From an optimization exercise on the open Yosys and OpenROAD flow, aimed at small area, a short achievable clock period and few clock cycles per item; shortcuts taken in it are not production practice. At most, simulation tests tie the RTL to the original design; equivalence was not proved. Function not checked in run 8: the RTL went through the layout flow alone. Power figures rest on the tool's default switching activity, not on a simulated workload.

===== flow/config.mk =====
export PLATFORM = sky130hd
export DESIGN_NAME = bias_relu
export DESIGN_NICKNAME = bias_relu
export VERILOG_FILES = /design/flow/design.v
export SDC_FILE = /design/flow/constraint.sdc
export NUM_CORES = 4
export LEC_CHECK = 0
export ABC_AREA = 1
export CAP_MARGIN = 20
export CORE_MARGIN = 2
export CORE_UTILIZATION = 40
export CTS_CLUSTER_DIAMETER = 80
export CTS_CLUSTER_SIZE = 30
export SLEW_MARGIN = 20

===== flow/constraint.sdc =====
create_clock -name core_clock -period 24.0 [get_ports {clk}]
set_input_delay 4.8000 -clock core_clock [delete_from_list [all_inputs] [get_ports {clk}]]
set_output_delay 4.8000 -clock core_clock [all_outputs]
set_load 0.01 [all_outputs]

===== flow/design.v =====
module bias_relu (
    input  wire        clk,
    input  wire        rst,         
    input  wire        in_valid,
    output wire        in_ready,
    input  wire [31:0] in_a,        
    input  wire [31:0] in_b,        
    input  wire        in_add,      
    input  wire        in_relu,     
    output wire        out_valid,
    input  wire        out_ready,
    output wire [31:0] out_data
);
    integer i;
    reg v1, v2, hv, tv;
    wire r1_en = ~(v1 & v2 & tv);       
    wire r2_en = ~(v2 & tv);            
    wire wr    = v2 & ~tv;              
    wire rd    = hv & out_ready;        
    assign in_ready  = ir;
    assign out_valid = hv;
    reg  [31:0] a, b_in;
    reg         add, relu;
    always @(posedge clk)
        if (r1_en) begin
            a <= in_a; b_in <= in_b; add <= in_add; relu <= in_relu;
        end
    wire [31:0] b = b_in;
    wire        sa = a[31], sb = b[31];
    wire [7:0]  ea = a[30:23], eb = b[30:23];
    wire        ea_z = (ea == 8'd0), eb_z = (eb == 8'd0);
    wire        ea_m = (ea == 8'hFF), eb_m = (eb == 8'hFF);
    wire        fa_z = (a[22:0] == 23'd0), fb_z = (b[22:0] == 23'd0);
    wire        a_nan = ea_m & ~fa_z, b_nan = add & eb_m & ~fb_z;
    wire        a_inf = ea_m & fa_z,  b_inf = add & eb_m & fb_z;
    wire        sub  = add & (sa ^ sb);
    wire        gt, eqm;
    mag_cmp32 u_cmp (.x({1'b0, b[30:0]}), .y({1'b0, a[30:0]}), .gt(gt), .eq(eqm));
    wire        swap = add & gt;
    wire        a_zero = ea_z & fa_z;
    wire [7:0]  xa = {ea[7:1], ea[0] | ea_z};
    wire [7:0]  xb = {eb[7:1], eb[0] | eb_z};
    wire [7:0]  dab = xa - xb;
    wire [7:0]  dba = xb - xa;
    wire [7:0]  d   = swap ? dba : dab;
    wire        s_big  = swap ? sb : sa;
    wire [7:0]  x_big  = swap ? xb : xa;
    wire [23:0] m_big  = swap ? {~eb_z, b[22:0]} : {~ea_z, a[22:0]};
    wire [23:0] m_small= swap ? {~ea_z, a[22:0]} : ({~eb_z, b[22:0]} & {24{add}});
    wire        dbig = |d[7:5];
    wire [25:0] v0 = {m_small, 2'b00};
    wire [25:0] v1s = d[0] ? {1'b0,  v0[25:1]}  : v0;
    wire [25:0] v2s = d[1] ? {2'b0,  v1s[25:2]} : v1s;
    wire [25:0] v3s = d[2] ? {4'b0,  v2s[25:4]} : v2s;
    wire [25:0] v4s = d[3] ? {8'b0,  v3s[25:8]} : v3s;
    wire [25:0] v5s = d[4] ? {16'b0, v4s[25:16]} : v4s;
    wire        sticky = dbig ? (m_small != 24'd0) :
                         ((d[0] & v0[0]) | (d[1] & |v1s[1:0]) | (d[2] & |v2s[3:0]) |
                          (d[3] & |v3s[7:0]) | (d[4] & |v4s[15:0]));
    wire [25:0] sh = dbig ? 26'd0 : v5s;
    wire [26:0] m_small_al = {sh, sticky};
    wire [26:0] m_big_al   = {m_big, 3'b000};
    wire [27:0] sum;
    bk_add #(27) u_add (.x(m_big_al), .y(m_small_al ^ {27{sub}}), .cin(sub),
                         .sum(sum[26:0]), .cout(sum[27]));
    wire        nan_res  = a_nan | b_nan | (a_inf & b_inf & sub);
    wire        inf_res  = a_inf | b_inf;
    wire        zero_res = add ? eqm & (sub | a_zero) : a_zero;
    wire        s_res    = zero_res ? (sa & (sb | ~add)) : s_big;
    wire        kill     = relu & (nan_res | zero_res | s_res);
    reg  [26:0] s27;
    reg         cout;
    reg  [7:0]  xq;
    reg         sq;
    reg         z_q;       
    reg         zs_q;
    reg         qnan_q;    
    reg         inf_q;     
    reg         x254_q;    
    always @(posedge clk)
        if (r2_en) begin
            s27    <= sum[26:0];
            cout   <= sum[27] & ~sub;
            xq     <= x_big;
            sq     <= s_big;
            z_q    <= kill | (zero_res & ~nan_res);
            zs_q   <= ~kill & s_res;
            qnan_q <= add & nan_res;
            inf_q  <= inf_res & ~nan_res;
            x254_q <= (x_big == 8'd254);
        end
    wire [27:0] s28 = {cout, s27};
    reg  [27:0] lim;
    always @(*) for (i = 0; i < 28; i = i + 1) lim[i] = (xq == 8'd27 - i);
    wire [27:0] s_l = s28 | lim;
    wire [4:0]  lz;
    lzc32 u_lzc (.x({s_l, 4'b0000}), .n(lz));
    wire [27:0] n4 = lz[4] ? {s28[11:0], 16'd0} : s28;
    wire [27:0] n3 = lz[3] ? {n4[19:0], 8'd0}  : n4;
    wire [27:0] n2 = lz[2] ? {n3[23:0], 4'd0}  : n3;
    wire [27:0] n1 = lz[1] ? {n2[25:0], 2'd0}  : n2;
    wire [27:0] nl = lz[0] ? {n1[26:0], 1'd0}  : n1;
    reg g, st, l;
    always @(*) begin
        case (lz)
            5'd0:    begin l = s28[4]; g = s28[3]; st = |s28[2:0]; end
            5'd1:    begin l = s28[3]; g = s28[2]; st = |s28[1:0]; end
            5'd2:    begin l = s28[2]; g = s28[1]; st = s28[0];    end
            default: begin l = 1'b0;   g = 1'b0;   st = 1'b0;      end
        endcase
    end
    wire        rnd = g & (st | l);
    wire [23:0] m   = nl[27:4];
    wire [23:0] mr  = {1'b0, m[22:0]} + {23'd0, rnd};     
    wire [8:0]  ex  = {1'b0, xq} - {4'd0, lz} + {7'd0, m[23]} + {7'd0, mr[23]};
    wire [31:0] pk  = {ex, mr[22:0]};
    wire        ovf = x254_q & ((lz == 5'd0) | ((lz == 5'd1) & mr[23]));
    reg  [31:0] result;
    always @(*) begin
        if (z_q)
            result = {zs_q, 31'd0};
        else if (qnan_q)
            result = 32'h7FC00000;
        else if (inf_q | ovf)
            result = {sq, 8'hFF, 23'd0};
        else
            result = {sq, pk[30:0]};
    end
    reg  [31:0] h, t;
    always @(posedge clk) begin
        if (~hv | out_ready)
            h <= tv ? t : result;
        if (~tv)
            t <= result;
    end
    assign out_data = h;
    wire v1_n = r1_en ? in_valid : v1;
    wire v2_n = r2_en ? v1 : v2;
    wire hv_n = wr | (hv & ~rd) | tv;
    wire tv_n = (tv & ~rd) | (wr & hv & ~rd);
    reg  ir;
    always @(posedge clk) begin
        if (rst) begin
            v1 <= 1'b0; v2 <= 1'b0; hv <= 1'b0; tv <= 1'b0; ir <= 1'b1;
        end else begin
            v1 <= v1_n; v2 <= v2_n; hv <= hv_n; tv <= tv_n;
            ir <= ~(v1_n & v2_n & tv_n);
        end
    end
endmodule
module mag_cmp32 (
    input  wire [31:0] x,
    input  wire [31:0] y,
    output wire        gt,
    output wire        eq
);
    wire [31:0] g0 = x & ~y;
    wire [31:0] e0 = ~(x ^ y);
    wire [15:0] g1, e1;
    wire [7:0]  g2, e2;
    wire [3:0]  g3, e3;
    wire [1:0]  g4, e4;
    genvar i;
    generate
        for (i = 0; i < 16; i = i + 1) begin : l1
            assign g1[i] = g0[2*i+1] | (e0[2*i+1] & g0[2*i]);
            assign e1[i] = e0[2*i+1] & e0[2*i];
        end
        for (i = 0; i < 8; i = i + 1) begin : l2
            assign g2[i] = g1[2*i+1] | (e1[2*i+1] & g1[2*i]);
            assign e2[i] = e1[2*i+1] & e1[2*i];
        end
        for (i = 0; i < 4; i = i + 1) begin : l3
            assign g3[i] = g2[2*i+1] | (e2[2*i+1] & g2[2*i]);
            assign e3[i] = e2[2*i+1] & e2[2*i];
        end
        for (i = 0; i < 2; i = i + 1) begin : l4
            assign g4[i] = g3[2*i+1] | (e3[2*i+1] & g3[2*i]);
            assign e4[i] = e3[2*i+1] & e3[2*i];
        end
    endgenerate
    assign gt = g4[1] | (e4[1] & g4[0]);
    assign eq = e4[1] & e4[0];
endmodule
module lzc32 (
    input  wire [31:0] x,
    output wire [4:0]  n
);
    wire [15:0] v1;  wire [15:0] c1;
    wire [7:0]  v2;  wire [15:0] c2;
    wire [3:0]  v3;  wire [11:0] c3;
    wire [1:0]  v4;  wire [7:0]  c4;
    genvar i;
    generate
        for (i = 0; i < 16; i = i + 1) begin : l1
            assign v1[i] = x[2*i+1] | x[2*i];
            assign c1[i] = ~x[2*i+1];
        end
        for (i = 0; i < 8; i = i + 1) begin : l2
            assign v2[i] = v1[2*i+1] | v1[2*i];
            assign c2[2*i+1:2*i] = v1[2*i+1] ? {1'b0, c1[2*i+1]} : {1'b1, c1[2*i]};
        end
        for (i = 0; i < 4; i = i + 1) begin : l3
            assign v3[i] = v2[2*i+1] | v2[2*i];
            assign c3[3*i+2:3*i] = v2[2*i+1] ? {1'b0, c2[4*i+3:4*i+2]} : {1'b1, c2[4*i+1:4*i]};
        end
        for (i = 0; i < 2; i = i + 1) begin : l4
            assign v4[i] = v3[2*i+1] | v3[2*i];
            assign c4[4*i+3:4*i] = v3[2*i+1] ? {1'b0, c3[6*i+5:6*i+3]} : {1'b1, c3[6*i+2:6*i]};
        end
    endgenerate
    assign n = v4[1] ? {1'b0, c4[7:4]} : {1'b1, c4[3:0]};
endmodule
module bk_add #(parameter N = 8) (
    input  wire [N-1:0] x,
    input  wire [N-1:0] y,
    input  wire         cin,
    output wire [N-1:0] sum,
    output wire         cout
);
    localparam M = N + 1;                
    function integer lg2;            
        input integer v;
        integer k;
        begin
            lg2 = 0;
            for (k = 1; k < v; k = k * 2) lg2 = lg2 + 1;
        end
    endfunction
    localparam L = lg2(M);
    wire [M-1:0] g0 = {x & y, cin};
    wire [M-1:0] p0 = {x ^ y, 1'b0};
    wire [M-1:0] gu [0:L];
    wire [M-1:0] pu [0:L];
    assign gu[0] = g0; assign pu[0] = p0;
    genvar l, i;
    generate
        for (l = 0; l < L; l = l + 1) begin : up
            for (i = 0; i < M; i = i + 1) begin : b
                if ((i % (2 << l)) == (2 << l) - 1) begin : c
                    assign gu[l+1][i] = gu[l][i] | (pu[l][i] & gu[l][i - (1 << l)]);
                    assign pu[l+1][i] = pu[l][i] & pu[l][i - (1 << l)];
                end else begin : n
                    assign gu[l+1][i] = gu[l][i];
                    assign pu[l+1][i] = pu[l][i];
                end
            end
        end
        wire [M-1:0] gd [0:L];
        assign gd[L] = gu[L];
        for (l = L - 1; l >= 1; l = l - 1) begin : dn
            for (i = 0; i < M; i = i + 1) begin : b
                if ((i % (1 << l)) == (1 << (l - 1)) - 1 && i >= (1 << l)) begin : c
                    assign gd[l][i] = gd[l+1][i] | (pu[l-1][i] & gd[l+1][i - (1 << (l - 1))]);
                end else begin : n
                    assign gd[l][i] = gd[l+1][i];
                end
            end
        end
        assign sum  = p0[M-1:1] ^ gd[1][M-2:0];
        assign cout = gd[1][M-1];
    endgenerate
endmodule

===== flow/flow/run.sh =====
#!/bin/bash
# Standard synthesis, then the standard layout steps with:
#  - repair_timing aiming for a setup margin of 18.2 ns on the design's clock,
#  - resizing not limited to the same cell footprint,
#  - port buffers of the smallest plain buffer (repair upsizes the critical ones).
set -e
bash standard.sh synth > synth.log 2>&1
bash standard.sh SETUP_SLACK_MARGIN=18.2 MATCH_CELL_FOOTPRINT=0 \
    "BUFFER_PORTS_ARGS=-buffer_cell sky130_fd_sc_hd__buf_1" finish > layout.log 2>&1

===== flow/standard.sh =====
#!/bin/bash
# synth_recipe.tcl (not shown) runs the flow's synth.tcl, then flattens the netlist and writes it again
# the make line also repeats each setting of config.mk as NAME=value (left out here)
make -C /OpenROAD-flow-scripts/flow DESIGN_CONFIG=/design/flow/config.mk WORK_HOME=/design/flow/orfs CLKGATE_MAP_FILE= SYNTH_SCRIPT=/design/flow/synth_recipe.tcl "${@:-finish}"

==> impl_metrics.py, run 1 <==
metrics = {
    "cts": {
        "cts-root-buf": "clkbuf_16",
        "h-tree-depth": 4,
        "path_clk_slew_ps": 80,
        "cts_tree": "yes",
        "cts_hold_buf": 0,
        "cts.sinks": 177,
        "cts_buffers": 17,
        "clock_latency_ps": 460,
        "cts_buffer_depth": 2,
    },
    "final_layout": {
        "n_antenna_cell": 0,
        "final_nets": 2117,
        "syn_to_final_growth_pct": 15.8,
        "drive_above_1_share": 0.129,
        "finalNonFillerCells": 2413,
    },
    "synthesis": {
        "syn_area_um2": 13700,
        "ys.flop_type": "edfxtp_1",
        "ys_ff_latch": 177,
        "yosysSeqAreaShare": 0.360,
        "synth_edf_count": 140,
        "avgSynthCellArea_um2": 7.53,
        "ys_warn_count": 2,
        "synth_cell_types": 60,
        "synthArstFlopShare": 0,
        "synthCells": 1824,
        "synth_nets": 1989,
    },
    "placement": {
        "gp_congestion": 0.986,
        "place_hpwl_um": 32000,
        "place_ws_ps": 15880,
        "place_inst": 2318,
        "port_buffers": 103,
    },
    "critical_path": {
        "critPathSlowestCell": "edfxtp_1",
        "max_stage_delay_ps": 380,
        "criticalPathCategory": "flip-flop to output port",
        "cp-end-kind": "output port",
        "cp.arrival_ps": 980,
        "path_cells": "clkbuf_2",
        "path_buf_inv": 1,
        "required_ps": 19200,
        "startpoint_type": "flip-flop",
        "path_depth": 1,
        "reg2regPathDepth": 31,
        "cp_max_fo": 1,
        "cp_top_family": "flip-flops",
    },
    "timing": {
        "finalHoldViolations": 0,
        "maxSlewHeadroom": 0.340,
        "period_minus_slack_ps": 5780,
        "min_period_over_period": 0.241,
        "layout_setup_ws_ps": 18220,
        "slew_violations": 0,
        "clock_skew_ps": 20.6,
        "final.setup.tns_ps": 0,
        "fmax_ghz": 0.173,
        "grt_setup_unrepaired": "yes",
        "worst_pin_slew_ps": 986,
        "finalSetupViolCount": 0,
    },
    "route": {
        "wl_met1_um": 18400,
        "via_per_inst": 5.39,
        "dr_wl_met2_um": 20400,
        "dr_total_vias": 13000,
        "drt-pass1-iter-count": 7,
        "drc": 0,
        "met3_length_um": 1790,
        "route.top_layer_used": "met4",
        "ant_nets": 0,
        "wire_per_inst_um": 17.4,
        "drt_iter0_drc": 1135,
        "wirelength_um": 42100,
    },
    "pwr": {
        "clkPwrFrac": 0.180,
        "combPwrFrac": 0.502,
        "seqPwrFrac": 0.317,
        "peakVddDrop_mv": 0.0579,
        "p_leak_nw": 7.16,
        "p_int_mw": 0.822,
        "switching_power_mw": 0.669,
        "p_per_area_nw_per_um2": 93.7,
        "sw_frac_of_total": 0.448,
    },
    "global_routing": {
        "gr-usage-all-layers": 0.230,
        "grt_pass1_vias": 12200,
        "grt_antenna_before_repair": 0,
        "grt-ovfl-total": 0,
        "grt_max_degree": 67,
        "grt_pass1_wl_um": 64600,
    },
    "flow_run": {
        "cap_violations": 0,
    },
    "die": {
        "io_pins": 104,
        "start_util": 0.408,
        "die_w_um": 189,
        "core_area_um2": 33700,
        "dieArea_um2": 35800,
        "die_h_um": 189,
        "placementRows": 67,
    },
    "hold_path": {
        "hp-class": "flip-flop to flip-flop",
        "min_path_cells": 2,
    },
    "outcome": {
        "status": "no timing/DRC/antenna violations",
    },
}
-- area by class of cell --
| class | instances | area [um2] |
|---|---|---|
| clock buffers | 18 | 429 |
| clock inverters | 14 | 136 |
| repair buffers | 159 | 867 |
| flip-flops and latches | 177 | 4950 |
| multi-input cells | 1397 | 8190 |
| repair inverters | 3 | 17.5 |
| well taps | 448 | 561 |
| fillers | 3359 | 17800 |
| inverters | 197 | 761 |
-- path summary, 6_finish.rpt --
path,startpoint,end,slack (ps)
max,h[25],out_data[25],18220
min,t[11],t[11],450
max reg2reg,a[29],s27[21],18360
min reg2reg,t[11],t[11],450
-- stage by stage --
stage	utilization	total power [mW]	instance area (um2)	hold slack, ps
after floorplan	-	0.979	13700	414
after global placement	0.428	1.16	14400	431
after detailed placement	0.428	1.16	14400	435
after CTS	0.455	1.45	15300	454
after global routing	0.472	1.61	15900	475
final	0.472	1.49	15900	453
-- per-layer routing --
metal	up-vias	GRT usage
met5	-	0
met2	391	0.398
met3	75	0.0313
met1	6055	0.294
met4	0	0.0832
li1	6496	-
-- Yosys cell counts (all sizes together), types with 4 or more instances --
cell    number  area, um2
a21oi       76        403
a22oi        4       30.0
nand2      492       1920
edfxtp     140       4200
xnor2       13        114
clkbuf      29        111
a21o         4       30.0
buf         35        221
nand3      252       1290
ha          79        988
fa          16        320
nand3b      10       78.8
or2          8       50.1
inv        194        728
nor3        17       90.1
dfxtp       37        741
nor4        18        113
nand4       58        363
a31oi        9       62.6
xor2        48        420
o22ai        5       31.3
nor2       126        557
o21ai      125        637
-- flip-flops by register name, indices dropped and copies added, names as in the netlist, 8 cells and up --
name,flops
a,32
b_in,32
h,32
t,32
s27,27
xq,8
-- power by group through the flow --
stage	clock network, mW	logic (mW)	registers, mW
finish	0.269	0.749	0.473
global route	0.289	0.845	0.479
CTS	0.276	0.700	0.473
detailed placement	0	0.681	0.479
global placement	0	0.677	0.478
floorplan	0	0.506	0.473
-- cells in the final DEF (no fill, tap or decap), types with 36 or more instances in the layout --
master | synthesis | routed
xor2_1 | 48 | 46
nand2_1 | 473 | 459
buf_1 | 8 | 91
nand4_1 | 58 | 58
dfxtp_1 | 37 | 36
buf_4 | 1 | 51
nor2_1 | 108 | 103
a21oi_1 | 72 | 68
o21ai_1 | 29 | 40
ha_1 | 79 | 73
o21ai_0 | 93 | 77
inv_1 | 175 | 164
nand3_1 | 247 | 244
edfxtp_1 | 140 | 140
-- repair_timing --
| item | in CTS | in global routing |
|---|---|---|
| buffers inserted | 15 | 34 |
| hold endpoints to repair | 0 | 0 |
| gates resized for setup | 44 | 78 |
| gates cloned | 6 | 8 |
| endpoints found under the setup margin | 29 | 50 |
| pin swaps | 7 | 25 |
-- logic make-up after synthesis --
logic type	share of synthesized area
AOI/OAI and AO/OA	0.0980
adders and majority gates	0.0953
buffers and inverters	0.0781
DFF	0.360
and+or+nand+nor	0.328
muxes	0.00219
xor gates and xnor gates	0.0389
Testbench counts, summed over its fixed seeds: cycles 16,024, items 16,000.
==> inputs of run 2 (changes only) <==
--- a/flow/config.mk
+++ b/flow/config.mk
@@ -11,4 +11,3 @@
 export CORE_UTILIZATION = 40
-export CTS_CLUSTER_DIAMETER = 80
-export CTS_CLUSTER_SIZE = 30
+export PLACE_DENSITY = 0.45
 export SLEW_MARGIN = 20
==> run 2 against run 1 <==
  * Final cell count rose by 0.79%
  * Fmax about the same
  * Clock power rose by 5%
  * Synthesized area stayed put
  * Sequential power barely moved
  * Synthesized cell count did not move
  * Die area unchanged
  * Largest cell class unchanged
  * Power rose by 2.8%
  * Critical path type unchanged
  * Critical endpoint is now out_data[8]
  * Utilization rose by 0.56 points
  * Via count rose by 0.61%
  * Final area is 1.2% higher
==> impl_metrics.py, run 2 <==
metrics = {
    "critical_path": {
        "cp-end-kind": "output port",
        "critPathSlowestCell": "edfxtp_1",
        "path_cells": "clkbuf_2",
        "startpoint_type": "flip-flop",
        "max_stage_delay_ps": 390,
        "reg2reg_slack_ps": 18500,
        "cp_max_fo": 1,
        "criticalPathCategory": "flip-flop to output port",
        "cp.arrival_ps": 980,
        "required_ps": 19200,
        "cp_top_family": "flip-flops",
        "path_buf_inv": 1,
    },
    "final_layout": {
        "final_common_cell": "nand2_1",
        "finalNonFillerCells": 2432,
        "syn_to_final_growth_pct": 17.2,
        "seq_area_um2": 4950,
        "multi_input_area_um2": 8170,
        "utilization": 0.478,
        "final_nets": 2136,
        "fillCellCount": 3469,
        "n_antenna_cell": 0,
        "drive_above_1_share": 0.140,
        "stdcell_area_um2": 16100,
        "layout_common_cells": "nand2_1, nand3_1, inv_1",
    },
    "timing": {
        "min_period_over_period": 0.241,
        "grt_setup_unrepaired": "yes",
        "final.setup.tns_ps": 0,
        "worst_pin_slew_ps": 1020,
        "period_minus_slack_ps": 5780,
        "slew_violations": 0,
        "maxSlewHeadroom": 0.315,
        "finalHoldViolations": 0,
        "clock_skew_ps": 11.6,
        "fmax_ghz": 0.173,
        "worst_hold_slack_ps": 452,
        "layout_setup_ws_ps": 18220,
        "finalSetupViolCount": 0,
    },
    "die": {
        "dieArea_um2": 35800,
        "io_pins": 104,
        "die_w_um": 189,
        "start_util": 0.408,
        "placementRows": 67,
        "die_h_um": 189,
        "core_area_um2": 33700,
    },
    "cts": {
        "cts_tree": "yes",
        "cts_buffer_depth": 2,
        "clock_latency_ps": 450,
        "cts_buffers": 17,
        "path_clk_slew_ps": 80,
        "cts-root-buf": "clkbuf_16",
        "cts_hold_buf": 0,
        "cts.sinks": 177,
        "h-tree-depth": 4,
    },
    "synthesis": {
        "synth_cell_types": 60,
        "yosysSeqAreaShare": 0.360,
        "synth_edf_count": 140,
        "synth_top_area_cell": "edfxtp_1",
        "yosys.area_share.simple": 0.328,
        "synthArstFlopShare": 0,
        "avgSynthCellArea_um2": 7.53,
        "muxShareOfSynthArea": 0.00219,
        "synth_top_family_by_area": "simple AND/OR/NAND/NOR gates",
        "ys.flop_type": "edfxtp_1",
        "yosys.cell_count.top_type": "nand2_1",
        "ys_warn_count": 2,
        "netlist.area_leader.share": 0.306,
        "syn_area_um2": 13700,
        "synth_nets": 1989,
        "synth_area_leaders": "edfxtp_1, nand2_1, nand3_1",
        "synth_xor_xnor_area_share": 0.0389,
        "ys_ff_latch": 177,
        "synth.top_cells.by_count": "nand2_1, nand3_1, inv_1",
        "synthAdderAreaFrac": 0.0953,
        "synthCells": 1824,
        "synth_compound_area_frac": 0.0980,
    },
    "route": {
        "wirelength_um": 44800,
        "drc": 0,
        "ant_nets": 0,
        "via_per_inst": 5.38,
        "drt-pass1-iter-count": 6,
        "drt_iter0_drc": 1038,
        "wire_per_inst_um": 18.4,
        "dr_total_vias": 13100,
    },
    "outcome": {
        "status": "no timing/DRC/antenna violations",
    },
    "placement": {
        "dpl_cell_area_um2": 14400,
        "port_buffers": 103,
        "place_ws_ps": 15900,
        "place_hpwl_um": 34100,
        "place_inst": 2321,
        "gp_congestion": 0.930,
    },
    "hold_path": {
        "hp-class": "flip-flop to flip-flop",
    },
    "pwr": {
        "p_per_area_nw_per_um2": 95.2,
        "total_power_mw": 1.53,
        "peakVddDrop_mv": 0.0549,
        "p_leak_nw": 7.32,
    },
    "global_routing": {
        "grt_pass1_wl_um": 67400,
        "grt_max_degree": 69,
        "gr-usage-all-layers": 0.243,
        "grt-ovfl-total": 0,
        "grt_pass1_vias": 12300,
        "grt_antenna_before_repair": 0,
    },
    "flow_run": {
        "cap_violations": 0,
    },
}
-- run 2: routing by layer --
layer  share of wire  wire, um  up-vias  track usage
met2            0.50     22600      375        0.436
met1            0.42     19000     6121        0.302
met3           0.038      1680       82       0.0287
met4           0.036      1600        0       0.0820
li1                -         -     6518            -
met5               0         0        -            0
-- run 2: power breakdown --
group	leakage, nW	switching (mW)	total, mW	internal, mW
Sequential	1.82	0.0459	0.474	0.428
Combinational	5.21	0.517	0.777	0.260
Clock	0.294	0.140	0.282	0.142
-- run 2: path summary, 6_finish.rpt --
path / start / endpoint / cells past startpoint
max: h[8] / out_data[8] / 1
min: t[14] / t[14] / 2
max reg2reg: b_in[26] / s27[26] / 33
min reg2reg: t[14] / t[14] / 2
-- run 2: logic make-up after synthesis --
family | count (synthesis)
AOI/OAI and AO/OA | 241
xor gates and xnor gates | 61
DFF | 177
adders and majority gates | 95
and+or+nand+nor | 986
buffers and inverters | 261
muxes | 3
-- run 2: cell type report --
cell class              count  share of cell area
repair buffers            177              0.0643
well taps                 448              0.0348
flip-flops and latches    177               0.307
repair inverters            3             0.00124
clock inverters            15              0.0114
multi-input cells        1398               0.508
clock buffers              17              0.0264
inverters                 197              0.0468
-- run 2: timing repair --
item                       4_1_cts  5_1_grt
buffers inserted                13       50
hold endpoints to repair         0        0
gates resized for setup         39       94
setup endpoints to repair       38       55
pin swaps                        6       26
cloned                           6       10
==> inputs of run 3 (changes only) <==
--- a/flow/config.mk
+++ b/flow/config.mk
@@ -11,3 +11,3 @@
 export CORE_UTILIZATION = 40
-export PLACE_DENSITY = 0.45
+export PLACE_DENSITY = 0.75
 export SLEW_MARGIN = 20
==> run 3 against run 2 <==
  * Still clean on timing, DRC and antenna
  * Fmax fell by 0.32%
  * Sequential power barely moved
  * Clock power fell by 4%
  * Die area did not move
  * Count of clock-buffer cells in the layout rose by 1
  * Synthesized area did not move
  * Sequential share of layout area rose by 0.38 points
  * Hold slack improved by 5.4 ps
  * Critical path depth did not move
  * Critical endpoint is now out_data[23]
==> impl_metrics.py, run 3 <==
metrics = {
    "pwr": {
        "total_power_mw": 1.47,
        "peakVddDrop_mv": 0.0836,
        "p_leak_nw": 7.17,
        "p_per_area_nw_per_um2": 92.8,
    },
    "route": {
        "drt-pass1-iter-count": 6,
        "wirelength_um": 40800,
        "wire_per_inst_um": 16.9,
        "via_per_inst": 5.52,
        "drc": 0,
        "ant_nets": 0,
        "drt_iter0_drc": 1227,
        "dr_total_vias": 13400,
    },
    "critical_path": {
        "cp.arrival_ps": 1000,
        "criticalPathCategory": "flip-flop to output port",
        "cp-end-kind": "output port",
        "path_depth": 1,
        "critPathSlowestCell": "edfxtp_1",
        "cp_max_fo": 1,
        "cp-endpoint": "out_data[23]",
        "max_stage_delay_ps": 400,
        "startpoint_type": "flip-flop",
        "crit_path_start": "h[23]",
        "path_buf_inv": 1,
        "required_ps": 19200,
        "reg2reg_slack_ps": 18310,
        "reg2regPathDepth": 30,
        "rr_endpoint": "s27[26]",
        "r2r-start": "b_in[27]",
        "path_cells": "clkbuf_2",
        "cp_top_family": "flip-flops",
    },
    "final_layout": {
        "multi_input_area_um2": 8190,
        "drive_above_1_share": 0.131,
        "seq_area_um2": 4950,
        "syn_to_final_growth_pct": 15.8,
        "final_common_cell": "nand2_1",
        "fillCellCount": 3311,
        "layout_common_cells": "nand2_1, nand3_1, inv_1",
        "final_nets": 2123,
        "n_antenna_cell": 0,
    },
    "global_routing": {
        "grt-ovfl-total": 0,
        "gr-usage-all-layers": 0.221,
        "grt_busiest_layer": "met2",
        "grt_pass1_wl_um": 63300,
        "grt_pass1_vias": 12700,
        "met2_usage": 0.384,
        "grt_antenna_before_repair": 0,
        "grt_max_degree": 67,
        "grtUsageMet1": 0.266,
        "use_met3": 0.0347,
    },
    "synthesis": {
        "synth_nets": 1989,
        "synth_edf_count": 140,
        "synth.top_cells.by_count": "nand2_1, nand3_1, inv_1",
        "synth_top_area_cell": "edfxtp_1",
        "synth_area_leaders": "edfxtp_1, nand2_1, nand3_1",
        "ys.flop_type": "edfxtp_1",
        "syn_area_um2": 13700,
        "synth_cell_types": 60,
        "netlist.area_leader.share": 0.306,
        "ys_warn_count": 2,
        "avgSynthCellArea_um2": 7.53,
        "synthArstFlopShare": 0,
        "yosysSeqAreaShare": 0.360,
        "yosys.cell_count.top_type": "nand2_1",
        "synthCells": 1824,
        "ys_ff_latch": 177,
    },
    "die": {
        "placementRows": 67,
        "start_util": 0.408,
        "die_w_um": 189,
        "core_area_um2": 33700,
        "io_pins": 104,
        "dieArea_um2": 35800,
        "die_h_um": 189,
    },
    "timing": {
        "final.setup.tns_ps": 0,
        "finalHoldViolations": 0,
        "worst_pin_slew_ps": 948,
        "finalSetupViolCount": 0,
        "grt_setup_unrepaired": "yes",
        "slew_violations": 0,
        "period_minus_slack_ps": 5800,
        "clock_skew_ps": 16.0,
        "maxSlewHeadroom": 0.366,
        "min_period_over_period": 0.242,
        "fmax_ghz": 0.172,
    },
    "cts": {
        "path_clk_slew_ps": 70,
        "h-tree-depth": 4,
        "cts.sinks": 177,
        "cts-root-buf": "clkbuf_16",
        "cts_hold_buf": 0,
        "cts_buffers": 17,
        "clock_latency_ps": 460,
        "cts_tree": "yes",
        "cts_buffer_depth": 2,
    },
    "flow_run": {
        "cap_violations": 0,
    },
    "hold_path": {
        "min_path_cells": 2,
        "hp-class": "flip-flop to flip-flop",
    },
    "outcome": {
        "status": "no timing/DRC/antenna violations",
    },
    "placement": {
        "gp_congestion": 1.01,
        "place_hpwl_um": 30000,
        "port_buffers": 103,
    },
}
-- run 3: cell counts after synthesis --
No cell type changed its count.
-- run 3: worst min path at each step --
stage	slack, ps	end	startpoint
after floorplan	410	t[30]	t[30]
after global placement	430	t[2]	t[2]
after detailed placement	440	t[24]	t[24]
after CTS	450	t[24]	t[24]
after global routing	470	t[1]	t[1]
final	460	t[11]	t[11]
-- run 3: timing repair --
action	in CTS	in global routing
setup endpoints to repair	32	45
buffers inserted	9	44
resized for setup	42	79
pin swaps	6	28
gates cloned	9	9
-- run 3: final cells by class --
class | count | share of cell area
tap | 448 | 0.0353
sequential | 177 | 0.311
clock buffer | 18 | 0.0276
timing repair buffer | 161 | 0.0541
clock inverter | 14 | 0.00748
multi-input combinational | 1399 | 0.515
inverter | 197 | 0.0474
timing repair inverter | 5 | 0.00189
-- run 3: cells by family (layout without fill, tap and decap cells) --
| family | after synthesis | after routing | synth area share |
|---|---|---|---|
| xor gates and xnor gates | 61 | 61 | 0.0389 |
| DFF | 177 | 177 | 0.360 |
| AOI/OAI and AO/OA | 241 | 243 | 0.0980 |
| and+or+nand+nor | 986 | 997 | 0.328 |
| adders and majority gates | 95 | 95 | 0.0953 |
| muxes | 3 | 3 | 0.00219 |
| buffers and inverters | 261 | 395 | 0.0781 |
-- run 3: per-stage QoR --
stage	cell area, um2	hold slack, ps	setup slack [ps]	std cells	util
2_1_floorplan	13700	414	18380	1824	-
6_report	15900	457	18200	2419	0.472
3_5_place_dp	14400	435	15600	2316	0.427
3_3_place_gp	14400	431	15920	2316	0.427
5_1_grt	15900	474	18080	2419	0.472
4_1_cts	15300	454	18180	2366	0.453
-- run 3: where the power goes --
| part | internal (mW) | switching [mW] | leakage (nW) |
|---|---|---|---|
| Clock | 0.139 | 0.132 | 0.276 |
| Combinational | 0.249 | 0.483 | 5.08 |
| Sequential | 0.429 | 0.0431 | 1.82 |
-- run 3: routing by layer --
layer | up-vias | part of all wire
met5 | - | 0
met4 | 0 | 0.055
met3 | 136 | 0.060
met2 | 549 | 0.49
met1 | 6182 | 0.40
li1 | 6493 | -
==> inputs of run 4 (changes only) <==
--- a/flow/config.mk
+++ b/flow/config.mk
@@ -11,3 +11,4 @@
 export CORE_UTILIZATION = 40
-export PLACE_DENSITY = 0.75
+export CTS_CLUSTER_DIAMETER = 150
+export CTS_CLUSTER_SIZE = 60
 export SLEW_MARGIN = 20
==> run 4 against run 3 <==
  * Register-to-register slack improved by 50 ps
  * Final cell count decreased by 0.25%
  * Combinational power increased by 2%
  * Sequential power about the same
  * Critical path depth unchanged
  * Fmax increased by 0.40%
  * Global-route usage increased by 0.91 points
  * Sequential share of layout area about the same
  * Via count decreased by 2.6%
==> impl_metrics.py, run 4 <==
metrics = {
    "outcome": {
        "status": "no timing/DRC/antenna violations",
    },
    "placement": {
        "dpl_cell_area_um2": 14400,
        "place_hpwl_um": 32000,
        "place_inst": 2318,
        "gp_congestion": 0.986,
        "port_buffers": 103,
    },
    "route": {
        "via_per_inst": 5.39,
        "wire_per_inst_um": 17.4,
        "dr_total_vias": 13000,
        "drc": 0,
        "ant_nets": 0,
        "drt-pass1-iter-count": 7,
        "drt_iter0_drc": 1135,
        "wirelength_um": 42100,
    },
    "synthesis": {
        "synthArstFlopShare": 0,
        "synth.top_cells.by_count": "nand2_1, nand3_1, inv_1",
        "ys.flop_type": "edfxtp_1",
        "avgSynthCellArea_um2": 7.53,
        "syn_area_um2": 13700,
        "synth_edf_count": 140,
        "yosys.cell_count.top_type": "nand2_1",
        "synth_area_leaders": "edfxtp_1, nand2_1, nand3_1",
        "synth_top_area_cell": "edfxtp_1",
        "ys_ff_latch": 177,
        "yosysSeqAreaShare": 0.360,
        "synth_nets": 1989,
        "ys_warn_count": 2,
        "netlist.area_leader.share": 0.306,
        "synth_cell_types": 60,
        "synthCells": 1824,
    },
    "pwr": {
        "total_power_mw": 1.49,
        "sw_frac_of_total": 0.448,
        "seqPwrFrac": 0.317,
        "p_int_mw": 0.822,
        "p_leak_nw": 7.16,
        "clkPwrFrac": 0.180,
        "peakVddDrop_mv": 0.0579,
        "p_per_area_nw_per_um2": 93.7,
        "combPwrFrac": 0.502,
        "switching_power_mw": 0.669,
    },
    "final_layout": {
        "layout_common_cells": "nand2_1, nand3_1, inv_1",
        "drive_above_1_share": 0.129,
        "stdcell_area_um2": 15900,
        "final_nets": 2117,
        "finalNonFillerCells": 2413,
        "fillCellCount": 3359,
        "final_common_cell": "nand2_1",
        "multi_input_area_um2": 8190,
        "n_antenna_cell": 0,
        "seq_area_um2": 4950,
        "syn_to_final_growth_pct": 15.8,
    },
    "cts": {
        "cts.sinks": 177,
        "path_clk_slew_ps": 80,
        "cts_tree": "yes",
        "cts_hold_buf": 0,
        "cts-root-buf": "clkbuf_16",
        "h-tree-depth": 4,
        "cts_buffers": 17,
        "clock_latency_ps": 460,
        "cts_buffer_depth": 2,
    },
    "critical_path": {
        "r2r-start": "a[29]",
        "cp.arrival_ps": 980,
        "required_ps": 19200,
        "startpoint_type": "flip-flop",
        "cp_top_family": "flip-flops",
        "cp_max_fo": 1,
        "reg2regPathDepth": 31,
        "criticalPathCategory": "flip-flop to output port",
        "rr_endpoint": "s27[21]",
        "path_depth": 1,
        "critPathSlowestCell": "edfxtp_1",
        "path_buf_inv": 1,
        "max_stage_delay_ps": 380,
        "path_cells": "clkbuf_2",
        "reg2reg_slack_ps": 18360,
        "cp-end-kind": "output port",
    },
    "global_routing": {
        "grt-ovfl-total": 0,
        "grt_pass1_wl_um": 64600,
        "gr-usage-all-layers": 0.230,
        "grt_pass1_vias": 12200,
        "grt_antenna_before_repair": 0,
        "grt_max_degree": 67,
    },
    "die": {
        "placementRows": 67,
        "core_area_um2": 33700,
        "dieArea_um2": 35800,
        "die_h_um": 189,
        "io_pins": 104,
        "die_w_um": 189,
        "start_util": 0.408,
    },
    "hold_path": {
        "min-delay-start": "t[11]",
        "min_path_cells": 2,
        "whs_endpoint": "t[11]",
        "hp-class": "flip-flop to flip-flop",
    },
    "timing": {
        "worst_hold_slack_ps": 453,
        "period_minus_slack_ps": 5780,
        "worst_pin_slew_ps": 986,
        "final.setup.tns_ps": 0,
        "maxSlewHeadroom": 0.340,
        "slew_violations": 0,
        "grt_setup_unrepaired": "yes",
        "clock_skew_ps": 20.6,
        "fmax_ghz": 0.173,
        "finalSetupViolCount": 0,
        "min_period_over_period": 0.241,
        "finalHoldViolations": 0,
    },
    "flow_run": {
        "cap_violations": 0,
    },
}
-- run 4: cell counts after synthesis --
No cell type changed its count.
-- run 4: how the worst max path moves through the flow --
| stage | end | startpoint |
|---|---|---|
| after floorplan | h[0] | out_ready |
| after global placement | s27[26] | b_in[27] |
| after detailed placement | s27[26] | b_in[27] |
| after CTS | s27[26] | b_in[26] |
| after global routing | s27[22] | a[27] |
| final | out_data[25] | h[25] |
-- run 4: cell type report --
type                       count  area share
timing repair buffer         159      0.0545
sequential                   177       0.311
inverter                     197      0.0478
multi-input combinational   1397       0.515
timing repair inverter         3     0.00110
clock inverter                14     0.00857
clock buffer                  18      0.0270
tap                          448      0.0352
-- run 4: worst min-delay path, delay by kind of cell, from the launching register on --
kind,cells,cell delay (ps)
simple gates,2,120
flops,1,310
-- run 4: routing by layer --
layer	vias up	wire [um]	track usage
met5	-	0	0
met4	0	1520	0.0832
met3	75	1790	0.0313
met2	391	20400	0.398
met1	6055	18400	0.294
li1	6496	-	-
-- run 4: through the flow --
stage	utilization	setup WS, ps
after global placement	0.428	15960
after CTS	0.455	18190
after detailed placement	0.428	15880
final	0.472	18220
after floorplan	-	18380
after global routing	0.472	18100
-- run 4: cell families after synthesis --
kind of cell | share of synthesized area
and+or+nand+nor | 0.328
buffers and inverters | 0.0781
AOI/OAI and AO/OA | 0.0980
DFF | 0.360
adders and majority gates | 0.0953
xor gates and xnor gates | 0.0389
muxes | 0.00219
-- run 4: power groups by stage --
stage	Sequential [mW]	Clock, mW	Combinational, mW
CTS	0.473	0.276	0.700
global route	0.479	0.289	0.845
global placement	0.478	0	0.677
finish	0.473	0.269	0.749
floorplan	0.473	0	0.506
detailed placement	0.479	0	0.681
-- run 4: repair_timing --
item	4_1_cts	5_1_grt
setup buffers	15	34
resized for setup	44	78
gates cloned	6	8
pin swaps	7	25
endpoints found under the setup margin	29	50
==> inputs of run 5 (changes only) <==
==> flow/flow/run.sh (replaced) <==
#!/bin/bash
# Standard synthesis, then the standard layout steps with:
#  - repair_timing aiming for a setup margin of 18.4 ns on the design's clock,
#  - resizing not limited to the same cell footprint,
#  - port buffers of the smallest plain buffer (repair upsizes the critical ones).
set -e
bash standard.sh synth > synth.log 2>&1
bash standard.sh SETUP_SLACK_MARGIN=18.4 MATCH_CELL_FOOTPRINT=0 \
    "BUFFER_PORTS_ARGS=-buffer_cell sky130_fd_sc_hd__buf_1" finish > layout.log 2>&1
--- a/flow/config.mk
+++ b/flow/config.mk
@@ -11,4 +11,2 @@
 export CORE_UTILIZATION = 40
-export CTS_CLUSTER_DIAMETER = 150
-export CTS_CLUSTER_SIZE = 60
 export SLEW_MARGIN = 20
==> run 5 against run 4 <==
  * Still clean
  * Final area grew 4.1%
  * Utilization grew 1.9 points
  * Hold slack gained 0.73 ps
  * Die area is the same
  * Sequential share of layout area shrank 1.2 points
  * Register-to-register slack is essentially flat
  * Clock power grew 4%
  * Synthesized cell count is the same
  * Power grew 3.3%
  * Count of clock-buffer cells in the layout shrank 1
==> impl_metrics.py, run 5 <==
metrics = {
    "final_layout": {
        "multi_input_area_um2": 8420,
        "syn_to_final_growth_pct": 20.6,
        "n_antenna_cell": 0,
        "final_nets": 2163,
        "seq_area_um2": 4950,
        "layout_common_cells": "nand2_1, nand3_1, inv_1",
        "drive_above_1_share": 0.178,
        "fillCellCount": 3359,
        "final_common_cell": "nand2_1",
    },
    "synthesis": {
        "synthArstFlopShare": 0,
        "synth_cell_types": 60,
        "synth_top_area_cell": "edfxtp_1",
        "yosysSeqAreaShare": 0.360,
        "synthCells": 1824,
        "synth_nets": 1989,
        "ys.flop_type": "edfxtp_1",
        "synth_edf_count": 140,
        "avgSynthCellArea_um2": 7.53,
        "ys_ff_latch": 177,
        "netlist.area_leader.share": 0.306,
        "ys_warn_count": 2,
        "syn_area_um2": 13700,
        "yosys.cell_count.top_type": "nand2_1",
        "synth.top_cells.by_count": "nand2_1, nand3_1, inv_1",
        "synth_area_leaders": "edfxtp_1, nand2_1, nand3_1",
    },
    "route": {
        "wire_per_inst_um": 17.4,
        "ant_nets": 0,
        "drt-pass1-iter-count": 7,
        "dr_total_vias": 13300,
        "drc": 0,
        "via_per_inst": 5.40,
        "wirelength_um": 42800,
        "drt_iter0_drc": 1000,
    },
    "global_routing": {
        "grt_max_degree": 67,
        "grt_pass1_vias": 12500,
        "gr-usage-all-layers": 0.234,
        "grt-ovfl-total": 0,
        "grt_antenna_before_repair": 0,
        "grt_pass1_wl_um": 65900,
    },
    "hold_path": {
        "min_path_cells": 2,
        "hp-class": "flip-flop to flip-flop",
    },
    "critical_path": {
        "startpoint_type": "flip-flop",
        "cp.arrival_ps": 980,
        "reg2regPathDepth": 28,
        "required_ps": 19200,
        "path_depth": 1,
        "path_buf_inv": 1,
        "critPathSlowestCell": "edfxtp_1",
        "cp_max_fo": 1,
        "path_cells": "clkbuf_2",
        "max_stage_delay_ps": 390,
        "cp-end-kind": "output port",
        "cp_top_family": "flip-flops",
        "criticalPathCategory": "flip-flop to output port",
    },
    "pwr": {
        "peakVddDrop_mv": 0.0951,
        "p_leak_nw": 7.50,
        "p_per_area_nw_per_um2": 93.0,
    },
    "placement": {
        "gp_congestion": 0.963,
        "port_buffers": 103,
        "place_ws_ps": 15840,
        "place_hpwl_um": 31400,
    },
    "die": {
        "dieArea_um2": 35800,
        "io_pins": 104,
        "die_h_um": 189,
        "start_util": 0.408,
        "die_w_um": 189,
        "placementRows": 67,
        "core_area_um2": 33700,
    },
    "cts": {
        "cts_tree": "yes",
        "cts_buffer_depth": 2,
        "clock_latency_ps": 460,
        "path_clk_slew_ps": 80,
        "cts_buffers": 17,
        "cts.sinks": 177,
        "cts-root-buf": "clkbuf_16",
        "cts_hold_buf": 0,
        "h-tree-depth": 4,
    },
    "timing": {
        "maxSlewHeadroom": 0.344,
        "fmax_ghz": 0.173,
        "layout_setup_ws_ps": 18220,
        "grt_setup_unrepaired": "yes",
        "finalHoldViolations": 0,
        "slew_violations": 0,
        "period_minus_slack_ps": 5780,
        "worst_pin_slew_ps": 980,
        "final.setup.tns_ps": 0,
        "min_period_over_period": 0.241,
        "clock_skew_ps": 18.0,
        "finalSetupViolCount": 0,
    },
    "flow_run": {
        "cap_violations": 0,
    },
    "outcome": {
        "status": "no timing/DRC/antenna violations",
    },
}
## run 5: cell counts after synthesis
No cell type changed its count.
## run 5: cell type report
| cell class | instances | area share |
|---|---|---|
| inverters | 197 | 0.0459 |
| multi-input cells | 1398 | 0.508 |
| clock buffers | 17 | 0.0257 |
| repair inverters | 5 | 0.00196 |
| clock inverters | 15 | 0.0111 |
| well taps | 448 | 0.0338 |
| flip-flops and latches | 177 | 0.299 |
| repair buffers | 202 | 0.0743 |
## run 5: final timing paths
kind	start	slack, ps	end
worst max-delay path	h[22]	18220	out_data[22]
worst min-delay path	t[1]	450	t[1]
worst max register to register	a[30]	18370	s27[26]
worst min register to register	t[1]	450	t[1]
## run 5: layer usage
metal | track usage | routed length [um] | vias up
li1 | - | - | 6578
met1 | 0.294 | 18100 | 6155
met2 | 0.399 | 20300 | 435
met3 | 0.0354 | 2230 | 114
met4 | 0.105 | 2070 | 0
met5 | 0 | 0 | -
## run 5: report_power, final
group          switching (mW)  internal, mW
Combinational           0.511         0.277
Sequential             0.0440         0.428
Clock                   0.140         0.141
## run 5: cell families after synthesis
group	synth area share
and+or+nand+nor	0.328
xor gates and xnor gates	0.0389
DFF	0.360
muxes	0.00219
buffers and inverters	0.0781
AOI/OAI and AO/OA	0.0980
adders and majority gates	0.0953
## run 5: per-stage QoR
stage / total power, mW / hold slack, ps / util / instance area, um2 / cells
final: 1.54 / 454 / 0.492 / 16600 / 2459
after detailed placement: 1.16 / 435 / 0.428 / 14400 / 2318
after global placement: 1.16 / 431 / 0.428 / 14400 / 2318
after floorplan: 0.979 / 414 / - / 13700 / 1824
after CTS: 1.48 / 457 / 0.466 / 15700 / 2399
after global routing: 1.66 / 481 / 0.492 / 16600 / 2459
## run 5: timing repair
| item | in CTS | in global routing |
|---|---|---|
| gates resized for setup | 88 | 122 |
| setup buffers | 37 | 54 |
| pin swaps | 14 | 38 |
| cloned | 12 | 6 |
| endpoints found under the setup margin | 67 | 68 |
| hold endpoints to repair | 0 | 0 |
==> inputs of run 6 (changes only) <==
==> flow/flow/run.sh (replaced) <==
#!/bin/bash
# Standard synthesis, then the standard layout steps with:
#  - repair_timing aiming for a setup margin of 18.0 ns on the design's clock,
#  - resizing not limited to the same cell footprint,
#  - port buffers of the smallest plain buffer (repair upsizes the critical ones).
set -e
bash standard.sh synth > synth.log 2>&1
bash standard.sh SETUP_SLACK_MARGIN=18.0 MATCH_CELL_FOOTPRINT=0 \
    "BUFFER_PORTS_ARGS=-buffer_cell sky130_fd_sc_hd__buf_1" finish > layout.log 2>&1
==> run 6 against run 5 <==
  * Global-route usage is 0.45 points lower
  * Via count is 2.8% lower
  * Power is 3.4% lower
  * Utilization is 2.4 points lower
  * Hold slack worse by 1.5 ps
  * Non-clock buffer count is 51 lower
  * Largest power group unchanged
  * Register-to-register slack worse by 70 ps
  * Setup slack worse by 21 ps
  * Die area stayed put
  * Fmax is 0.37% lower
  * Clock skew is 1.5 ps lower
  * First-iteration DRC count is 6.4% lower
==> impl_metrics.py, run 6 <==
metrics = {
    "global_routing": {
        "grt_pass1_wl_um": 64900,
        "grt_pass1_vias": 12400,
        "grt_max_degree": 67,
        "grt_antenna_before_repair": 0,
        "grt-ovfl-total": 0,
        "gr-usage-all-layers": 0.230,
    },
    "final_layout": {
        "layout_common_cells": "nand2_1, nand3_1, inv_1",
        "final_nets": 2107,
        "syn_to_final_growth_pct": 14.7,
        "drive_above_1_share": 0.110,
        "final_common_cell": "nand2_1",
        "stdcell_area_um2": 15800,
        "n_antenna_cell": 0,
    },
    "die": {
        "die_h_um": 189,
        "dieArea_um2": 35800,
        "core_area_um2": 33700,
        "io_pins": 104,
        "die_w_um": 189,
        "start_util": 0.408,
        "placementRows": 67,
    },
    "route": {
        "via_per_inst": 5.37,
        "wire_per_inst_um": 17.3,
        "drt_iter0_drc": 936,
        "ant_nets": 0,
        "drc": 0,
        "wirelength_um": 41500,
        "drt-pass1-iter-count": 7,
        "dr_total_vias": 12900,
    },
    "timing": {
        "finalHoldViolations": 0,
        "slew_violations": 0,
        "min_period_over_period": 0.242,
        "grt_setup_unrepaired": "no",
        "clock_skew_ps": 16.5,
        "maxSlewHeadroom": 0.342,
        "worst_hold_slack_ps": 452,
        "finalSetupViolCount": 0,
        "final.setup.tns_ps": 0,
        "fmax_ghz": 0.172,
        "period_minus_slack_ps": 5800,
        "worst_pin_slew_ps": 983,
    },
    "critical_path": {
        "cp_top_family": "flip-flops",
        "path_buf_inv": 1,
        "cp_max_fo": 4,
        "reg2reg_slack_ps": 18300,
        "max_stage_delay_ps": 380,
        "cp.arrival_ps": 1000,
        "cp-end-kind": "output port",
        "path_cells": "buf_1",
        "critPathSlowestCell": "dfxtp_1",
        "required_ps": 19200,
        "startpoint_type": "flip-flop",
        "criticalPathCategory": "flip-flop to output port",
    },
    "cts": {
        "cts_buffers": 17,
        "clock_latency_ps": 460,
        "cts-root-buf": "clkbuf_16",
        "cts_hold_buf": 0,
        "cts.sinks": 177,
        "cts_buffer_depth": 2,
        "h-tree-depth": 4,
        "cts_tree": "yes",
        "path_clk_slew_ps": 70,
    },
    "synthesis": {
        "syn_area_um2": 13700,
        "ys_warn_count": 2,
        "ys.flop_type": "edfxtp_1",
        "synth_top_area_cell": "edfxtp_1",
        "synth_area_leaders": "edfxtp_1, nand2_1, nand3_1",
        "synth.top_cells.by_count": "nand2_1, nand3_1, inv_1",
        "yosys.cell_count.top_type": "nand2_1",
        "netlist.area_leader.share": 0.306,
        "yosysSeqAreaShare": 0.360,
        "synthArstFlopShare": 0,
        "ys_ff_latch": 177,
        "synth_edf_count": 140,
        "synth_cell_types": 60,
        "synth_nets": 1989,
        "synthCells": 1824,
        "avgSynthCellArea_um2": 7.53,
    },
    "hold_path": {
        "hp-class": "flip-flop to flip-flop",
    },
    "pwr": {
        "peakVddDrop_mv": 0.0592,
        "total_power_mw": 1.49,
        "p_per_area_nw_per_um2": 94.5,
        "p_leak_nw": 7.07,
    },
    "placement": {
        "port_buffers": 103,
        "place_hpwl_um": 32100,
        "dpl_cell_area_um2": 14400,
        "gp_congestion": 0.954,
    },
    "outcome": {
        "status": "no timing/DRC/antenna violations",
    },
    "flow_run": {
        "cap_violations": 0,
    },
}
==> run 6: kinds of logic (layout without fill, tap and decap cells) <==
| logic type | after synthesis | after routing | share of synthesized area |
|---|---|---|---|
| simple gates | 986 | 993 | 0.328 |
| buf+inv | 261 | 384 | 0.0781 |
| compound gates | 241 | 242 | 0.0980 |
| flops | 177 | 177 | 0.360 |
| fa+ha+maj | 95 | 95 | 0.0953 |
| xor+xnor | 61 | 61 | 0.0389 |
| mux | 3 | 3 | 0.00219 |
==> run 6: cell type report <==
| type | instances | area [um2] |
|---|---|---|
| Fill cell | 3486 | 17900 |
| Multi-Input combinational cell | 1394 | 8090 |
| Sequential cell | 177 | 4940 |
| Timing Repair Buffer | 151 | 763 |
| Inverter | 197 | 756 |
| Tap cell | 448 | 561 |
| Clock buffer | 17 | 425 |
| Clock inverter | 15 | 194 |
| Timing Repair inverter | 4 | 22.5 |
==> run 6: worst min-delay path: stages (launching register included) <==
cell and delay (ps):
dfxtp_1 310, nand2_1 50, nand2_1 70
==> run 6: where the power goes <==
group	total, mW	internal [mW]	leakage [nW]	switching (mW)
sequential	0.473	0.428	1.82	0.0444
combinational	0.725	0.240	4.96	0.485
clock	0.291	0.159	0.298	0.132
==> run 6: path summary, 6_finish.rpt <==
path / startpoint / to / cells after the start
worst min-delay path: t[7] / t[7] / 2
worst max-delay path: hv / out_valid / 1
worst max register to register: b_in[29] / s27[26] / 31
worst min register to register: t[7] / t[7] / 2
==> run 6: metrics by stage <==
| stage | util | worst slack [ps] | std cells |
|---|---|---|---|
| after detailed placement | 0.428 | 15790 | 2319 |
| after floorplan | - | 18080 | 1824 |
| final | 0.468 | 18200 | 2403 |
| after global routing | 0.468 | 17900 | 2403 |
| after CTS | 0.453 | 18030 | 2364 |
| after global placement | 0.428 | 15990 | 2319 |
==> run 6: routing by layer <==
layer	part of all wire	track usage	vias up
met5	0	0	-
met4	0.032	0.0850	0
met3	0.042	0.0300	61
met2	0.48	0.398	338
met1	0.44	0.293	6066
li1	-	-	6443
==> run 6: what timing repair did <==
| action | CTS | global route |
|---|---|---|
| pin swaps | 4 | 15 |
| hold endpoints to repair | 0 | 0 |
| buffers inserted | 6 | 34 |
| setup endpoints to repair | 28 | 33 |
| resized for setup | 29 | 54 |
| gates cloned | 7 | 5 |
==> inputs of run 7 (changes only) <==
==> flow/flow/run.sh (replaced) <==
#!/bin/bash
# Standard synthesis, then the standard layout steps with:
#  - repair_timing aiming for a setup margin of 17.8 ns on the design's clock,
#  - resizing not limited to the same cell footprint,
#  - port buffers of the smallest plain buffer (repair upsizes the critical ones).
set -e
bash standard.sh synth > synth.log 2>&1
bash standard.sh SETUP_SLACK_MARGIN=17.8 MATCH_CELL_FOOTPRINT=0 \
    "BUFFER_PORTS_ARGS=-buffer_cell sky130_fd_sc_hd__buf_1" finish > layout.log 2>&1
==> run 7 against run 6 <==
  * Synthesized cell count is the same
  * Sequential share of layout area grew 0.31 points
  * Non-clock buffer count shrank 10
  * Final cell count shrank 0.62%
  * First-iteration DRC count grew 1.4%
  * Utilization shrank 0.46 points
  * Highest routed layer unchanged
==> impl_metrics.py, run 7 <==
metrics = {
    "final_layout": {
        "final_nets": 2092,
        "layout_common_cells": "nand2_1, nand3_1, inv_1",
        "n_antenna_cell": 0,
        "final_common_cell": "nand2_1",
        "syn_to_final_growth_pct": 13.6,
        "drive_above_1_share": 0.100,
    },
    "timing": {
        "slew_violations": 0,
        "min_period_over_period": 0.242,
        "layout_setup_ws_ps": 18200,
        "grt_setup_unrepaired": "no",
        "fmax_ghz": 0.172,
        "maxSlewHeadroom": 0.340,
        "final.setup.tns_ps": 0,
        "finalHoldViolations": 0,
        "period_minus_slack_ps": 5800,
        "clock_skew_ps": 16.2,
        "worst_pin_slew_ps": 987,
        "finalSetupViolCount": 0,
    },
    "critical_path": {
        "max_stage_delay_ps": 380,
        "rr_endpoint": "s27[26]",
        "startpoint_type": "flip-flop",
        "cp.arrival_ps": 1000,
        "required_ps": 19200,
        "r2r-start": "b_in[28]",
        "reg2regPathDepth": 33,
        "cp_max_fo": 4,
        "cp_top_family": "flip-flops",
        "cp-end-kind": "output port",
        "path_cells": "buf_1",
        "path_buf_inv": 1,
        "criticalPathCategory": "flip-flop to output port",
        "reg2reg_slack_ps": 18210,
        "critPathSlowestCell": "dfxtp_1",
    },
    "cts": {
        "clock_latency_ps": 460,
        "cts_buffer_depth": 2,
        "path_clk_slew_ps": 70,
        "cts-root-buf": "clkbuf_16",
        "h-tree-depth": 4,
        "cts_tree": "yes",
        "cts_hold_buf": 0,
        "cts_buffers": 17,
        "cts.sinks": 177,
    },
    "route": {
        "drt_iter0_drc": 949,
        "dr_total_vias": 12700,
        "via_per_inst": 5.32,
        "ant_nets": 0,
        "wirelength_um": 40400,
        "drt-pass1-iter-count": 5,
        "drc": 0,
        "wire_per_inst_um": 16.9,
    },
    "synthesis": {
        "synth_nets": 1989,
        "synthArstFlopShare": 0,
        "ys.flop_type": "edfxtp_1",
        "ys_warn_count": 2,
        "muxShareOfSynthArea": 0.00219,
        "avgSynthCellArea_um2": 7.53,
        "synth_compound_area_frac": 0.0980,
        "synthAdderAreaFrac": 0.0953,
        "synth_area_leaders": "edfxtp_1, nand2_1, nand3_1",
        "synth_edf_count": 140,
        "synth_cell_types": 60,
        "synth_xor_xnor_area_share": 0.0389,
        "yosysSeqAreaShare": 0.360,
        "synth_top_area_cell": "edfxtp_1",
        "syn_area_um2": 13700,
        "yosys.cell_count.top_type": "nand2_1",
        "ys_ff_latch": 177,
        "synth.top_cells.by_count": "nand2_1, nand3_1, inv_1",
        "synthCells": 1824,
        "yosys.area_share.simple": 0.328,
        "netlist.area_leader.share": 0.306,
        "synth_top_family_by_area": "simple AND/OR/NAND/NOR gates",
    },
    "global_routing": {
        "grt_antenna_before_repair": 0,
        "gr-usage-all-layers": 0.227,
        "grt_pass1_vias": 12300,
        "grt_max_degree": 67,
        "grt_pass1_wl_um": 64200,
        "grt-ovfl-total": 0,
    },
    "pwr": {
        "peakVddDrop_mv": 0.0594,
        "p_per_area_nw_per_um2": 94.4,
        "p_leak_nw": 7.00,
    },
    "hold_path": {
        "whs_endpoint": "t[1]",
        "hp-class": "flip-flop to flip-flop",
        "min-delay-start": "t[1]",
        "min_path_cells": 2,
    },
    "die": {
        "start_util": 0.408,
        "core_area_um2": 33700,
        "io_pins": 104,
        "dieArea_um2": 35800,
        "placementRows": 67,
        "die_w_um": 189,
        "die_h_um": 189,
    },
    "flow_run": {
        "cap_violations": 0,
    },
    "placement": {
        "gp_congestion": 0.954,
        "port_buffers": 103,
        "place_ws_ps": 15790,
        "place_hpwl_um": 32100,
    },
    "outcome": {
        "status": "no timing/DRC/antenna violations",
    },
}
==> run 7: cell count changes in the layout (fill, tap and decap cells not counted), sizes merged <==
cell	delta
nand2	-2
buf	-10
nor2	-1
a21oi	-1
nand3b	-1
==> run 7: area by class of cell <==
class	instances	area [um2]
Fill cell	3478	18100
Multi-Input combinational cell	1389	8020
Sequential cell	177	4940
Inverter	197	753
Timing Repair Buffer	141	679
Tap cell	448	561
Clock buffer	17	425
Clock inverter	15	194
Timing Repair inverter	4	22.5
==> run 7: metrics by stage <==
step	utilization	cells	instance area (um2)	total power, mW	hold WS, ps
final	0.463	2388	15600	1.47	452
after global routing	0.463	2388	15600	1.59	471
after CTS	0.451	2361	15200	1.46	456
after detailed placement	0.428	2319	14400	1.16	435
after global placement	0.428	2319	14400	1.16	432
after floorplan	-	1824	13700	0.979	414
==> run 7: metal layers <==
| metal | vias up | GRT usage | share of wire |
|---|---|---|---|
| met1 | 5947 | 0.292 | 0.45 |
| li1 | 6415 | - | - |
| met5 | - | 0 | 0 |
| met4 | 0 | 0.0754 | 0.028 |
| met2 | 291 | 0.395 | 0.49 |
| met3 | 54 | 0.0278 | 0.036 |
==> run 7: how the worst max path moves through the flow <==
stage	cells after the start	startpoint	endpoint	slack, ps
after CTS	26	a[24]	s27[26]	17810
final	1	hv	out_valid	18200
after global placement	32	b_in[27]	s27[26]	15990
after floorplan	2	out_ready	h[0]	18080
after global routing	34	b_in[27]	s27[26]	17760
after detailed placement	33	a[27]	s27[26]	15790
==> run 7: power breakdown <==
| part | total, mW | internal, mW | switching (mW) | leakage, nW |
|---|---|---|---|---|
| clock | 0.291 | 0.159 | 0.132 | 0.298 |
| combinational | 0.710 | 0.236 | 0.475 | 4.88 |
| sequential | 0.473 | 0.428 | 0.0441 | 1.82 |
==> run 7: cells by family after synthesis <==
logic type	Yosys count
simple gates	986
buf+inv	261
fa+ha+maj	95
xor+xnor	61
mux	3
compound gates	241
flops	177
==> run 7: what timing repair did <==
item / in CTS / in global routing
setup endpoints to repair: 28 / 29
pin swaps: 1 / 6
cloned: 4 / 3
resized for setup: 21 / 47
buffers inserted: 6 / 24
==> inputs of run 8 (changes only) <==
--- a/flow/design.v
+++ b/flow/design.v
@@ -213,2 +213,32 @@
 endmodule
+module pfx_add #(parameter N = 8) (
+    input  wire [N-1:0] x,
+    input  wire [N-1:0] y,
+    input  wire         cin,
+    output wire [N-1:0] sum,
+    output wire         cout
+);
+    localparam L = $clog2(N + 1);
+    wire [N:0] g [0:L];
+    wire [N:0] p [0:L];
+    assign g[0] = {x & y, cin};
+    assign p[0] = {x ^ y, 1'b0};
+    genvar l, i;
+    generate
+        for (l = 0; l < L; l = l + 1) begin : lv
+            for (i = 0; i <= N; i = i + 1) begin : b
+                if (((i >> l) & 1) == 1) begin : c
+                    localparam integer J = ((i >> l) << l) - 1;
+                    assign g[l+1][i] = g[l][i] | (p[l][i] & g[l][J]);
+                    assign p[l+1][i] = p[l][i] & p[l][J];
+                end else begin : n
+                    assign g[l+1][i] = g[l][i];
+                    assign p[l+1][i] = p[l][i];
+                end
+            end
+        end
+    endgenerate
+    assign sum  = p[0][N:1] ^ g[L][N-1:0];
+    assign cout = g[L][N];
+endmodule
 module bk_add #(parameter N = 8) (
@@ -221,11 +251,3 @@
     localparam M = N + 1;                
-    function integer lg2;            
-        input integer v;
-        integer k;
-        begin
-            lg2 = 0;
-            for (k = 1; k < v; k = k * 2) lg2 = lg2 + 1;
-        end
-    endfunction
-    localparam L = lg2(M);
+    localparam L = $clog2(M);
     wire [M-1:0] g0 = {x & y, cin};
==> flow/flow/run.sh (replaced) <==
#!/bin/bash
# Standard synthesis, then the standard layout steps with repair_timing
# aiming for a setup margin of 18 ns on the design's clock. 
set -e
bash standard.sh synth > synth.log 2>&1
bash standard.sh SETUP_SLACK_MARGIN=18  finish > layout.log 2>&1
--- a/flow/config.mk
+++ b/flow/config.mk
@@ -10,3 +10,3 @@
 export CORE_MARGIN = 2
-export CORE_UTILIZATION = 40
+export CORE_UTILIZATION = 70
 export SLEW_MARGIN = 20
==> run 8 against run 7 <==
  * Still clean
  * Combinational power grew 15%
  * Routed wire length grew 19%
  * Critical path depth grew 31
  * Non-clock buffer count grew 31
==> impl_metrics.py, run 8 <==
metrics = {
    "outcome": {
        "status": "no timing/DRC/antenna violations",
    },
    "timing": {
        "slew_violations": 0,
        "worst_pin_slew_ps": 1000,
        "min_period_over_period": 0.254,
        "fmax_ghz": 0.164,
        "finalSetupViolCount": 0,
        "finalHoldViolations": 0,
        "layout_setup_ws_ps": 17910,
        "final.setup.tns_ps": 0,
        "period_minus_slack_ps": 6090,
    },
    "synthesis": {
        "ys_warn_count": 2,
        "synth_nets": 1989,
        "syn_area_um2": 13700,
        "synthArstFlopShare": 0,
        "yosys.cell_count.top_type": "nand2_1",
        "synth.top_cells.by_count": "nand2_1, nand3_1, inv_1",
        "synth_cell_types": 60,
        "synth_area_leaders": "edfxtp_1, nand2_1, nand3_1",
        "yosysSeqAreaShare": 0.360,
        "synth_edf_count": 140,
    },
    "cts": {
        "cts_buffer_depth": 2,
        "h-tree-depth": 4,
        "cts_tree": "yes",
        "cts_buffers": 17,
    },
    "final_layout": {
        "final_nets": 2126,
        "layout_common_cells": "nand2_1, nand3_1, inv_1",
        "multi_input_area_um2": 8140,
        "fillCellCount": 1120,
        "final_common_cell": "nand2_1",
        "syn_to_final_growth_pct": 19.7,
        "n_antenna_cell": 0,
        "utilization": 0.850,
        "drive_above_1_share": 0.126,
    },
    "pwr": {
        "switching_power_mw": 0.739,
        "seqPwrFrac": 0.300,
        "p_leak_nw": 7.60,
        "p_int_mw": 0.851,
        "peakVddDrop_mv": 0.0622,
        "total_power_mw": 1.59,
        "clkPwrFrac": 0.188,
        "combPwrFrac": 0.513,
    },
    "route": {
        "drt_iter0_drc": 2378,
        "ant_nets": 0,
        "via_per_inst": 6.71,
        "drc": 0,
        "wire_per_inst_um": 21.4,
    },
    "global_routing": {
        "grt_pass1_wl_um": 67200,
        "grt_max_degree": 69,
        "grt_pass1_vias": 13600,
        "grt-ovfl-total": 0,
    },
    "placement": {
        "port_buffers": 103,
        "gp_congestion": 1.04,
        "place_hpwl_um": 30900,
        "place_ws_ps": 16230,
        "dpl_cell_area_um2": 14900,
    },
    "die": {
        "dieArea_um2": 20800,
        "io_pins": 104,
        "placementRows": 51,
        "die_w_um": 144,
        "start_util": 0.710,
    },
    "hold_path": {
        "whs_endpoint": "t[8]",
        "min_path_cells": 2,
    },
    "critical_path": {
        "cp.arrival_ps": 6290,
        "reg2reg_slack_ps": 17910,
        "max_stage_delay_ps": 500,
        "cp-end-kind": "flip-flop",
        "criticalPathCategory": "flip-flop to flip-flop",
        "reg2regPathDepth": 32,
        "cp_max_fo": 14,
        "startpoint_type": "flip-flop",
    },
    "flow_run": {
        "cap_violations": 0,
    },
}
run 8: layout make-up:
class | count | area share
inverters | 197 | 0.0456
clock buffers | 17 | 0.0259
flip-flops and latches | 177 | 0.301
repair inverters | 2 | 0.000761
well taps | 265 | 0.0202
multi-input cells | 1394 | 0.495
clock inverters | 15 | 0.0129
repair buffers | 172 | 0.0988
run 8: stage by stage:
step	std cells	hold slack, ps
2_1_floorplan	1824	414
3_3_place_gp	2140	432
3_5_place_dp	2140	438
4_1_cts	2189	457
5_1_grt	2239	479
6_report	2239	460
run 8: worst max-delay path: cells and delay by family (launching register included):
family / cells / cell delay, ps
buffers and inverters: 5 / 810
adders and majority gates: 3 / 1030
xor gates and xnor gates: 2 / 450
AOI/OAI and AO/OA: 4 / 750
DFF: 1 / 500
and+or+nand+nor: 18 / 2250
run 8: what timing repair did:
action | CTS | global route
resized for setup | 74 | 67
setup buffers | 12 | 41
endpoints found under the hold margin | 0 | 0
gates cloned | 5 | 9
pin swaps | 6 | 23
endpoints found under the setup margin | 62 | 30
run 8: worst max path at each step:
stage,from,endpoint,depth (start not counted)
final,b_in[22],s27[22],32
after global routing,a[23],s27[25],32
after CTS,b_in[27],s27[26],32
after detailed placement,b_in[27],s27[26],33
after global placement,a[28],s27[26],34
after floorplan,out_ready,h[0],2
run 8: power by group through the flow:
| stage | Sequential, mW | Combinational, mW | Clock (mW) |
|---|---|---|---|
| 2_1_floorplan | 0.473 | 0.506 | 0 |
| 3_3_place_gp | 0.475 | 0.700 | 0 |
| 3_5_place_dp | 0.480 | 0.724 | 0 |
| 4_1_cts | 0.473 | 0.731 | 0.296 |
| 5_1_grt | 0.483 | 0.886 | 0.306 |
| 6_report | 0.476 | 0.815 | 0.298 |
run 8: layer usage:
metal / share of wire / vias up / global-route usage / wire length [um]
met5: 0 / - / 0 / 0
met4: 0.10 / 0 / 0.300 / 4880
met3: 0.11 / 494 / 0.0874 / 5350
met2: 0.46 / 1366 / 0.713 / 22100
met1: 0.33 / 6656 / 0.472 / 15600
li1: - / 6500 / - / -
run 8: cell families after synthesis:
kind of cell	Yosys count	share of synthesized area
muxes	3	0.00219
AOI/OAI and AO/OA	241	0.0980
adders and majority gates	95	0.0953
and+or+nand+nor	986	0.328
DFF	177	0.360
buffers and inverters	261	0.0781
xor gates and xnor gates	61	0.0389

Setup slack of run 8, layout unchanged: 17.911 ns with ideal ports, 17.911 ns with driving cells assumed (clock clkbuf_16, inputs buf_2), 17.770 ns with port delays also shifted by the 0.500 ns mid clock arrival.
